Background: an optimization exercise with open tools, aiming at small area, a short achievable clock period and few clock cycles per item. Do not read the settings as production practice. Function was checked by simulation only, so behaviour that the tests miss may differ from the original. No activity file was given, so power comes from the tool's default toggle rates.

### flow/design.v
module tcp_engine #(
    parameter N = 8                        
) (
    input  wire        clk,
    input  wire        rst,
    input  wire        cmd_valid,
    output reg         cmd_ready,
    input  wire [1:0]  cmd_op,             
    input  wire [31:0] cmd_local_addr,
    input  wire [31:0] cmd_remote_addr,
    input  wire [15:0] cmd_local_port,
    input  wire [15:0] cmd_remote_port,
    input  wire [3:0]  cmd_flags,          
    input  wire [31:0] cmd_seq,
    input  wire [31:0] cmd_ackno,
    input  wire [31:0] cmd_iss,
    output reg         rsp_valid,
    input  wire        rsp_ready,
    output reg  [3:0]  rsp_status,
    output reg         rsp_created,
    output reg  [3:0]  rsp_state,
    output reg  [31:0] rsp_seq,
    output reg  [31:0] rsp_ackno,
    output reg         tx_valid,
    input  wire        tx_ready,
    output reg  [31:0] tx_data,
    output reg         tx_last
);
    localparam CW = $clog2(N + 1);
    localparam OP_GOC = 2'd0, OP_SEG = 2'd1, OP_CLOSE = 2'd2, OP_TIMEOUT = 2'd3;
    localparam ST_OK        = 4'h0, ST_OK_REPLY  = 4'h1, ST_NOMATCH = 4'h2,
               ST_VIOLATION = 4'h3, ST_TABLE_FULL = 4'h7;
    localparam S_CLOSED = 4'd0, S_LISTEN = 4'd1, S_SYNSENT = 4'd2, S_SYNRCVD = 4'd3,
               S_ESTAB = 4'd4, S_FINWAIT1 = 4'd5, S_FINWAIT2 = 4'd6, S_CLOSEWAIT = 4'd7,
               S_CLOSING = 4'd8, S_LASTACK = 4'd9, S_TIMEWAIT = 4'd10;
    integer i;
    reg  [CW-1:0]  cnt;
    reg  [95:0]    e_key [0:N-1];
    reg  [3:0]     e_st  [0:N-1];
    reg  [31:0]    e_seq [0:N-1];
    reg  [31:0]    e_ack [0:N-1];
    reg         c_full;                    
    reg         c_look;                    
    reg  [1:0]  c_op;
    reg  [31:0] c_laddr, c_raddr;
    reg  [15:0] c_lport, c_rport;
    reg  [3:0]  c_flags;
    reg  [31:0] c_seq, c_ackno, c_iss;
    wire [95:0] c_key = {c_laddr, c_raddr, c_rport, c_lport};
    wire f_syn = c_flags[3];
    wire f_ack = c_flags[2];
    wire f_fin = c_flags[1];
    reg          x_go;                     
    reg  [N-1:0] x_rd;                     
    reg  [N-1:0] x_wr;                     
    reg          x_created, x_reply;
    reg  [3:0]   x_status, x_st;
    reg          x_seq_iss, x_seq_ackno;   
    reg          x_t3;                     
    reg          x_ack_seq;                
    reg  [2:0]   x_rflags;                 
    wire accept = cmd_valid && cmd_ready;
    reg  [N-1:0] hit;
    reg  [3:0]   h_st;
    always @(*) begin
        h_st = 4'd0;
        for (i = 0; i < N; i = i + 1) begin
            hit[i] = (i < cnt) && (e_key[i] == c_key);
            h_st  = h_st  | ({4{hit[i]}}  & e_st[i]);
        end
    end
    wire         l_hit  = |hit;
    wire         l_full = !l_hit && (cnt == N);
    wire         l_new  = !l_hit && !l_full;
    wire [3:0]   l_st   = l_hit ? h_st : (l_full ? S_CLOSED : S_LISTEN);
    reg [N-1:0] free_oh;
    always @(*) for (i = 0; i < N; i = i + 1) free_oh[i] = (cnt == i);
    reg  [3:0]  l_status, l_nst;
    reg         l_seq_iss, l_seq_ackno, l_ack_seq, l_t3;
    reg  [2:0]  l_rflags;
    always @(*) begin
        l_status = ST_NOMATCH; l_nst = l_st;
        l_seq_iss = 1'b0; l_seq_ackno = 1'b0; l_ack_seq = 1'b0; l_t3 = 1'b0;
        l_rflags = 3'b000;
        case (c_op)
            OP_GOC: l_status = ST_OK;
            OP_SEG: begin
                if (f_syn && l_st != S_LISTEN && l_st != S_SYNSENT) begin
                    l_status = ST_VIOLATION;
                end else begin
                    case (l_st)
                        S_LISTEN: if (f_syn && !f_ack) begin                   
                            l_status = ST_OK_REPLY; l_nst = S_SYNRCVD;
                            l_seq_iss = 1'b1; l_ack_seq = 1'b1; l_rflags = 3'b110;
                        end
                        S_SYNSENT: if (f_syn && f_ack) begin                   
                            l_status = ST_OK_REPLY; l_nst = S_ESTAB;
                            l_seq_ackno = 1'b1; l_ack_seq = 1'b1; l_rflags = 3'b010;
                        end
                        S_SYNRCVD: if (f_ack) l_t3 = 1'b1;                     
                        S_ESTAB: if (f_fin) begin                               
                            l_status = ST_OK_REPLY; l_nst = S_CLOSEWAIT;
                            l_ack_seq = 1'b1; l_rflags = 3'b010;
                        end
                        S_FINWAIT1: if (f_fin) begin                            
                            l_status = ST_OK_REPLY; l_nst = S_CLOSING;
                            l_ack_seq = 1'b1; l_rflags = 3'b010;
                        end else if (f_ack) begin                               
                            l_status = ST_OK; l_nst = S_FINWAIT2; l_seq_ackno = 1'b1;
                        end
                        S_FINWAIT2: if (f_fin) begin                            
                            l_status = ST_OK_REPLY; l_nst = S_TIMEWAIT;
                            l_ack_seq = 1'b1; l_rflags = 3'b010;
                        end
                        S_CLOSING: if (f_ack) begin                             
                            l_status = ST_OK; l_nst = S_TIMEWAIT; l_seq_ackno = 1'b1;
                        end
                        S_LASTACK: if (f_ack) begin                             
                            l_status = ST_OK; l_nst = S_CLOSED; l_seq_ackno = 1'b1;
                        end
                        default: ;
                    endcase
                end
            end
            OP_CLOSE: begin
                if (l_st == S_ESTAB) begin                                      
                    l_status = ST_OK_REPLY; l_nst = S_FINWAIT1; l_rflags = 3'b001;
                end else if (l_st == S_CLOSEWAIT) begin                         
                    l_status = ST_OK_REPLY; l_nst = S_LASTACK; l_rflags = 3'b001;
                end
            end
            OP_TIMEOUT: begin
                if (l_st == S_TIMEWAIT) begin                                   
                    l_status = ST_OK; l_nst = S_CLOSED;
                end
            end
        endcase
        if (l_full) begin
            l_status = ST_TABLE_FULL; l_nst = S_CLOSED;
            l_seq_iss = 1'b0; l_seq_ackno = 1'b0; l_ack_seq = 1'b0; l_t3 = 1'b0;
            l_rflags = 3'b000;
        end
    end
    wire l_reply = (l_status == ST_OK_REPLY);
    reg  [31:0] t_seq, t_ack;
    always @(*) begin
        t_seq = 32'd0; t_ack = 32'd0;
        for (i = 0; i < N; i = i + 1) begin
            t_seq = t_seq | ({32{x_rd[i]}} & e_seq[i]);
            t_ack = t_ack | ({32{x_rd[i]}} & e_ack[i]);
        end
    end
    wire [31:0] seq_p1   = c_seq + 32'd1;
    wire [31:0] t3_x  = c_ackno ^ t_seq;
    wire        t3_eq = t3_x[0]
                     && (&(~t3_x[31:1] | t3_x[30:0]))
                     && (&(~t3_x[30:0] | (c_ackno[30:0] ^ t3_x[31:1])));
    wire        t3    = x_t3 && t3_eq;
    wire        e_seq_ackno = x_seq_ackno || t3;
    wire [3:0]  e_status = t3 ? ST_OK : x_status;
    wire [3:0]  e_nst    = t3 ? S_ESTAB : x_st;
    wire [31:0] w_seq = x_seq_iss ? c_iss : (x_seq_ackno || x_t3) ? c_ackno : 32'd0;
    wire [31:0] w_ack = x_ack_seq ? seq_p1 : 32'd0;
    wire        w_seq_en = x_seq_iss || e_seq_ackno || x_created;
    wire        w_ack_en = x_ack_seq || x_created;
    wire [31:0] n_seq = x_seq_iss ? c_iss : e_seq_ackno ? c_ackno : t_seq;
    wire [31:0] n_ack = x_ack_seq ? seq_p1 : t_ack;
    reg         f_pend;                    
    reg  [31:0] f_w [0:4];                 
    reg  [2:0]  f_fl;                      
    reg  [10:0] pos;                       
    reg  [2:0]  s_fl;                      
    reg  [19:0] acc;                       
    wire f_busy = f_pend || (|pos[7:0]) || (x_go && x_reply);
    function [15:0] cksum;
        input [19:0] s;
        reg   [16:0] t;
        begin
            t = {1'b0, s[15:0]} + {13'd0, s[19:16]};
            t = {1'b0, t[15:0]} + {16'd0, t[16]};
            cksum = ~t[15:0];
        end
    endfunction
    function [7:0] flag_byte;
        input [2:0] rf;
        flag_byte = {3'b000, rf[1], 1'b0, 1'b0, rf[2], rf[0]};
    endfunction
    wire        adv   = !tx_valid || tx_ready;
    reg         cont;                          
    wire        start = !cont && f_pend;       
    wire [31:0] nw = ({32{start}}  & 32'h0000_0800)
                   | ({32{pos[0]}} & 32'h4500_0028)
                   | ({32{pos[2]}} & {16'h4006, cksum(acc)})
                   | ({32{pos[3]}} & f_w[0])
                   | ({32{pos[4]}} & f_w[1])
                   | ({32{pos[5]}} & f_w[2])
                   | ({32{pos[6]}} & f_w[3])
                   | ({32{pos[7]}} & f_w[4])
                   | ({32{pos[8]}} & {8'h50, flag_byte(s_fl), 16'h0400})
                   | ({32{pos[9]}} & {cksum(acc), 16'h0000});
    wire [19:0] a_x  = ({20{start}}  & {4'd0, f_w[0][31:16]})
                     | ({20{pos[0]}} & {4'd0, f_w[1][31:16]})
                     | ({20{pos[2]}} & 20'hFCEEC)
                     | ({20{pos[3]}} & {4'd0, f_w[2][31:16]})
                     | ({20{pos[4]}} & {4'd0, f_w[3][31:16]})
                     | ({20{pos[5]}} & {4'd0, f_w[4][31:16]});
    wire [15:0] a_y  = ({16{start}}  & f_w[0][15:0])
                     | ({16{pos[0]}} & f_w[1][15:0])
                     | ({16{pos[2]}} & {8'd0, flag_byte(s_fl)})
                     | ({16{pos[3]}} & f_w[2][15:0])
                     | ({16{pos[4]}} & f_w[3][15:0])
                     | ({16{pos[5]}} & f_w[4][15:0]);
    wire [19:0] cs_s = acc ^ a_x ^ {4'd0, a_y};
    wire [19:0] cs_c = (acc & a_x) | (acc & {4'd0, a_y}) | (a_x & {4'd0, a_y});
    wire [19:0] ad_a = cs_s;
    wire [19:0] ad_b = {cs_c[18:0], 1'b0};
    reg  [19:0] kg, kp;
    reg  [19:0] acc_sum;
    integer d;
    always @(*) begin
        kg = ad_a & ad_b;
        kp = ad_a ^ ad_b;
        for (d = 1; d < 20; d = d * 2)
            for (i = 19; i >= 0; i = i - 1)
                if (i >= d) begin
                    kg[i] = kg[i] | (kp[i] & kg[i-d]);
                    kp[i] = kp[i] & kp[i-d];
                end
        acc_sum = (ad_a ^ ad_b) ^ {kg[18:0], 1'b0};
    end
    wire rsp_hold  = rsp_valid && !rsp_ready;
    wire c_full_n  = accept || (c_full && !x_go);
    wire c_look_n  = accept;
    wire reply_n   = c_look ? l_reply : x_reply;
    wire x_go_n    = c_full_n && !c_look_n && !rsp_hold && !(reply_n && f_busy);
    always @(posedge clk) begin
        if (rst) begin
            c_full    <= 1'b0;
            cmd_ready <= 1'b1;
            c_look    <= 1'b0;
            x_go      <= 1'b0;
            cnt       <= {CW{1'b0}};
            rsp_valid <= 1'b0;
            tx_valid  <= 1'b0;
            tx_last   <= 1'b0;
            pos       <= 11'd0;
            cont      <= 1'b0;
            acc       <= 20'h0852E;
            f_pend    <= 1'b0;
        end else begin
            c_full <= c_full_n;
            c_look <= c_look_n;
            x_go   <= x_go_n;
            cmd_ready <= !c_full_n || x_go_n;
            if (c_look && l_new) cnt <= cnt + 1'b1;
            if (x_go) rsp_valid <= 1'b1;
            else if (rsp_ready) rsp_valid <= 1'b0;
            if (x_go && x_reply) f_pend <= 1'b1;
            else if (adv && start) f_pend <= 1'b0;
            if (adv) begin
                pos      <= {pos[9:0], start};
                cont     <= (|pos[8:0]) || start;
                if (pos[9]) acc <= 20'h0852E;
                else        acc <= acc_sum;
                tx_valid <= cont || start;
                tx_last  <= pos[9];
            end
        end
        if (cmd_ready) begin
            c_op    <= cmd_op;
            c_laddr <= cmd_local_addr;
            c_raddr <= cmd_remote_addr;
            c_lport <= cmd_local_port;
            c_rport <= cmd_remote_port;
            c_flags <= cmd_flags;
            c_seq   <= cmd_seq;
            c_ackno <= cmd_ackno;
            c_iss   <= cmd_iss;
        end
        if (c_look) begin
            for (i = 0; i < N; i = i + 1)
                if (free_oh[i]) e_key[i] <= c_key;
            x_rd        <= hit;
            x_wr        <= l_hit ? hit : (l_full ? {N{1'b0}} : free_oh);
            x_created   <= l_new;
            x_reply     <= l_reply;
            x_status    <= l_status;
            x_st        <= l_nst;
            x_seq_iss   <= l_seq_iss;
            x_seq_ackno <= l_seq_ackno;
            x_t3        <= l_t3;
            x_ack_seq   <= l_ack_seq;
            x_rflags    <= l_rflags;
        end
        if (x_go) begin
            for (i = 0; i < N; i = i + 1)
                if (x_wr[i]) begin
                    e_st[i] <= e_nst;
                    if (w_seq_en) e_seq[i] <= w_seq;
                    if (w_ack_en) e_ack[i] <= w_ack;
                end
            rsp_status  <= e_status;
            rsp_created <= x_created;
            rsp_state   <= e_nst;
            rsp_seq     <= n_seq;
            rsp_ackno   <= n_ack;
        end
        if (x_go && x_reply) begin
            f_w[0] <= c_laddr;
            f_w[1] <= c_raddr;
            f_w[2] <= {c_lport, c_rport};
            f_w[3] <= n_seq;
            f_w[4] <= n_ack;
            f_fl   <= x_rflags;
        end
        if (adv) begin
            tx_data <= nw;
            if (start) s_fl <= f_fl;
        end
    end
endmodule
### flow/flow/run.sh
#!/bin/bash
# The standard ORFS layout (the standard.sh, unchanged synthesis), with
# repair_timing aiming well below the clock period so that the layout is
# optimised for speed. Make's full output goes to make_finish.log.
set -uo pipefail
bash standard.sh SETUP_SLACK_MARGIN=9.5 finish > make_finish.log 2>&1
### flow/standard.sh
#!/bin/bash
# synth_recipe.tcl (not shown) runs the flow's synth.tcl, then flattens the netlist and writes it again
# the make line also repeats each setting of config.mk as NAME=value (left out here)
make -C /OpenROAD-flow-scripts/flow DESIGN_CONFIG=/design/flow/config.mk WORK_HOME=/design/flow/orfs CLKGATE_MAP_FILE= SYNTH_SCRIPT=/design/flow/synth_recipe.tcl "${@:-finish}"
### flow/constraint.sdc
create_clock -name core_clock -period 14.0 [get_ports {clk}]
set_input_delay 2.8000 -clock core_clock [delete_from_list [all_inputs] [get_ports {clk}]]
set_output_delay 2.8000 -clock core_clock [all_outputs]
set_load 0.01 [all_outputs]
### flow/config.mk
export PLATFORM = sky130hd
export DESIGN_NAME = tcp_engine
export DESIGN_NICKNAME = tcp_engine
export VERILOG_FILES = /design/flow/design.v
export SDC_FILE = /design/flow/constraint.sdc
export NUM_CORES = 4
export LEC_CHECK = 0
export CAP_MARGIN = 20
export CORE_MARGIN = 2
export CORE_UTILIZATION = 60
export CTS_CLUSTER_DIAMETER = 100
export CTS_CLUSTER_SIZE = 20
export PLACE_DENSITY = 0.75
export SLEW_MARGIN = 20
==> results.txt <==
outcome complete, no violations; Hold Slack 436.5 ps; dpl cells 7263; Final ANT Viol Nets 0; Hold Crit Start f_fl[2]; FP Rows 132; FF+latch count, synth 1854; Syn-to-layout area delta 15.30%; detailed-route via count 51780; critical path type reg -> reg; Finished Layout Cells 7599; Final Hold Fails 0; clock sinks 1854; drt wl/cell 33.46 um; Peak Freq 210.3 MHz; Final min period 4755 ps; Netlist cell types 90; flop2flop setup slack 9240 ps; R2R cell count 23; Die Area 133100 um2; fin worst setup slack 9245 ps; Final Max Tran Viols 0; Lkg Pwr 29.93 nW; Synth Warn # 6; final worst path period share 33.97%; number of DRC markers in iteration 0 8708; Post-synth ARST share 0%; Clock transition at path regs 90 ps; WHS Path Cells 0; ratio of cells with drive above 1 in the final layout 11.20%; Max-Cap Viols 0; Max FO, Critical Path 7; CTS tree built; GRT Overall Usage 37.46%; setup violators final 0; syn_area_per_cell 14.74 um2; chip height 364.8 um; Worst EP arrival 5460 ps; insertion delay to the later sink of the worst-skew pair 800 ps; CP dominant cell by count a21oi_2; vias in the first global route 48120; Top delay family on crit path compound AO/OA/AOI/OAI gates; CP bufs+invs 2; clock buffer count from CTS 102; ys flop type edfxtp_1; Post-Synthesis Net Count 5550; grt total ovfl 0; Mapped Cells 5298; crit path cell chain nor2b_4 -> buf_12 -> a222oi_1 -> nand2_1 -> fa_2 -> ha_2 -> inv_1 -> fa_2 -> nor2b_2 -> o21ai_2 -> a21boi_2 -> o21ai_2 -> a21boi_2 -> o311ai_2 -> a31oi_2 -> a21oi_2 -> o21bai_1 -> a21oi_2 -> o21bai_1 -> a21oi_2 -> xnor2_1 -> or4_1 -> a31oi_1; drt first pass iters 8; Place WS 7951 ps; Initial Util 60.40%; Final #Nets 6038; worst hold path class reg -> reg; Worst R2R End acc[19]; Worst Setup End Kind flip-flop; total wire length 254.2 mm; initial antenna violation count 17; Worst-Margin Slew 1107 ps; worst path required time 14710 ps; vias per cell 6.814; Longest Clk Path Bufs 3; core area 129300 um2; Post-synth EDFFs 1810; HPWL Detailed 157.3 mm; register area share after synthesis 70.72%; FF-to-FF Start f_pend; setup_tns 0 ps; Die Wd 364.8 um; CP max stage cell fa_2; synthesized cell area 78100 um2; Startpoint Class flip-flop; Max-slew headroom 25.63%; largest net degree at the start of global routing 96; unrepaired setup endpoints after global routing true; worst vdd ir 0.1429 mV; # H-tree levels 3; IO Count 312; fillcell total 8541; Port-buffer cells 309; first-pass GRT wire length 348.7 mm; P per Cell Area 118.3 nW/um2; DRC viols 0; Hold Path Sink s_fl[2]; Final Wtd Congestion 1.002; delay of the slowest cell on the worst path 580 ps; CTS root buffer clkbuf_16; Clock Skew 42.20 ps
==> kinds of logic (layout without fill, tap and decap cells) <==
logic type | Yosys count | after routing | share of synthesized area [%]
compound gates | 760 | 762 | 7.084
xor+xnor | 721 | 721 | 8.095
fa+ha+maj | 49 | 49 | 0.9580
buf+inv | 370 | 918 | 1.982
flops | 1854 | 1854 | 70.72
mux | 37 | 37 | 0.4806
other cells | 1 | 10 | 0.004801
simple gates | 1506 | 1506 | 10.68
==> worst register-to-register path, stage by stage (launching register included) <==
cell	delay, ps
dfxtp_2	330
nor2b_4	140
buf_12	140
a222oi_1	280
nand2_1	200
fa_2	580
ha_2	180
inv_1	50
fa_2	350
nor2b_2	150
o21ai_2	90
a21boi_2	180
o21ai_2	120
a21boi_2	190
o311ai_2	120
a31oi_2	280
a21oi_2	110
o21bai_1	170
a21oi_2	90
o21bai_1	160
a21oi_2	80
xnor2_1	150
or4_1	410
a31oi_1	160
==> registers in the layout, summed over array words and instances, names as in the netlist, 4 cells and up <==
signal / cells
acc: 20
c_lport: 16
e_key: 768
rsp_seq: 32
rsp_ackno: 32
c_seq: 32
e_ack: 256
e_seq: 256
x_st: 4
c_rport: 16
c_iss: 32
pos: 10
c_raddr: 32
cnt: 4
tx_data: 32
x_rd: 8
rsp_state: 4
c_laddr: 32
c_ackno: 32
e_st: 32
f_w: 160
x_wr: 8
==> cell usage after synthesis (37+ instances only) <==
| cell type | instances | area (um2) |
|---|---|---|
| edfxtp_1 | 1810 | 54350 |
| xnor2_1 | 438 | 3836 |
| a22oi_1 | 354 | 2658 |
| nand2_1 | 287 | 1077 |
| xor2_1 | 282 | 2470 |
| nand4_1 | 262 | 1639 |
| nor2_1 | 163 | 611.8 |
| nor4_1 | 162 | 1013 |
| nor2b_1 | 158 | 988.5 |
| nand2b_1 | 148 | 925.9 |
| clkbuf_1 | 123 | 461.7 |
| inv_1 | 114 | 427.9 |
| a21oi_1 | 104 | 520.5 |
| nand3_1 | 98 | 490.5 |
| buf_2 | 94 | 470.5 |
| o21ai_0 | 75 | 375.4 |
| nor3_1 | 57 | 285.3 |
| dfxtp_1 | 44 | 880.8 |
| o2111ai_1 | 39 | 341.6 |
| a222oi_1 | 37 | 370.4 |
==> worst max-delay path by stage <==
stage / startpoint / endpoint / slack [ps] / depth (start not counted)
after floorplan: x_rd[0] / e_seq[0][0] / 9050 / 15
after global placement: x_rd[2] / e_seq[7][18] / 8010 / 15
after detailed placement: x_rd[2] / rsp_seq[15] / 7950 / 13
after CTS: f_pend / acc[19] / 9370 / 23
after global routing: f_pend / acc[19] / 9060 / 23
final: f_pend / acc[19] / 9240 / 23
==> routing by layer <==
metal / wire (um) / global-route usage (%)
met3: 34070 / 9.605
met4: 19610 / 22.48
met1: 88520 / 49.68
met2: 112000 / 56.15
met5: 82 / 0
==> layout by cell type (no fill, tap or decap), types with 15 or more instances in the layout <==
cell and instances:
nor3_1 48, or4_1 20, xnor2_2 18, o22ai_1 16, buf_6 53, nand4_1 262, nand2b_1 147, a222oi_1 37
xnor2_1 420, buf_12 32, o21ai_1 19, o21ai_0 50, dfxtp_1 28, and2_1 15, mux2i_1 33, o2111ai_1 39
clkdlybuf4s50_1 226, edfxtp_1 1810, fa_1 16, nor4_2 20, dlygate4sd2_1 69, xor2_1 276, inv_1 111, nand2_1 283
clkbuf_16 112, and3_1 28, buf_4 203, nand3_1 95, nor4_1 135, nor2b_1 154, a21oi_1 93, ha_1 27
a22oi_1 345, nor2_4 18, nor2_1 140, clkbuf_1 56
==> timing repair <==
| action | 4_1_cts | 5_1_grt |
|---|---|---|
| resized for setup | 305 | 142 |
| gates cloned | 15 | 13 |
| setup buffers | 70 | 61 |
| hold buffers | 0 | 0 |
| pin swaps | 54 | 61 |
| endpoints found under the setup margin | 462 | 340 |
==> cell type report <==
class | instances | area, um2 | area share (%)
diodes | 9 | 22.52 | 0.02501
clock buffers | 158 | 2763 | 3.068
clock inverters | 8 | 167.7 | 0.1862
inverters | 115 | 439.2 | 0.4877
multi-input cells | 3076 | 22430 | 24.91
flip-flops and latches | 1854 | 55270 | 61.38
well taps | 1742 | 2180 | 2.420
repair buffers | 637 | 6775 | 7.524
==> per-stage QoR <==
step / total power, mW / cell area [um2] / utilization [%]
global route: 10.89 / 90030 / 69.62
finish: 10.66 / 90050 / 69.64
CTS: 10.59 / 88630 / 68.54
global placement: 7.483 / 83770 / 64.78
detailed placement: 7.504 / 83770 / 64.78
floorplan: 6.989 / 78150 / -
==> report_power, final <==
group | switching [mW] | internal (mW) | leakage (nW)
logic | 0.780 | 0.353 | 11.5
clock network | 1.78 | 1.39 | 1.40
registers | 0.0763 | 6.28 | 17.1
total | 2.63 | 8.02 | 29.9
Testbench counts, summed over its fixed seeds: cycles 16,138, items 4,800.

-- re-timing with driven ports --
No port has a modelled driver above. Below, the same layout with a new extraction and two added sets of constraints. Step 1: set_driving_cell puts a clkbuf_16 on clk and a buf_2 on each other input, an assumption about the parent block. Step 2 adds t to the input delays and takes it off the output delays; t is the mean of the earliest and latest rising clock arrival at the registers after step 1. Input paths then give back, and output paths get back, about the clock's delay inside the block. Slacks: no drivers / after step 1 / after step 2; pairs: no drivers / after step 1.
t (ns): 0.860
setup WS [ns]: 9.245 / 9.245 / 8.813
worst setup path at the end: input to register
After both steps this run still meets setup and hold. The setup slack of this run moves by 0.000 ns with the drivers and by -0.432 ns with both steps.
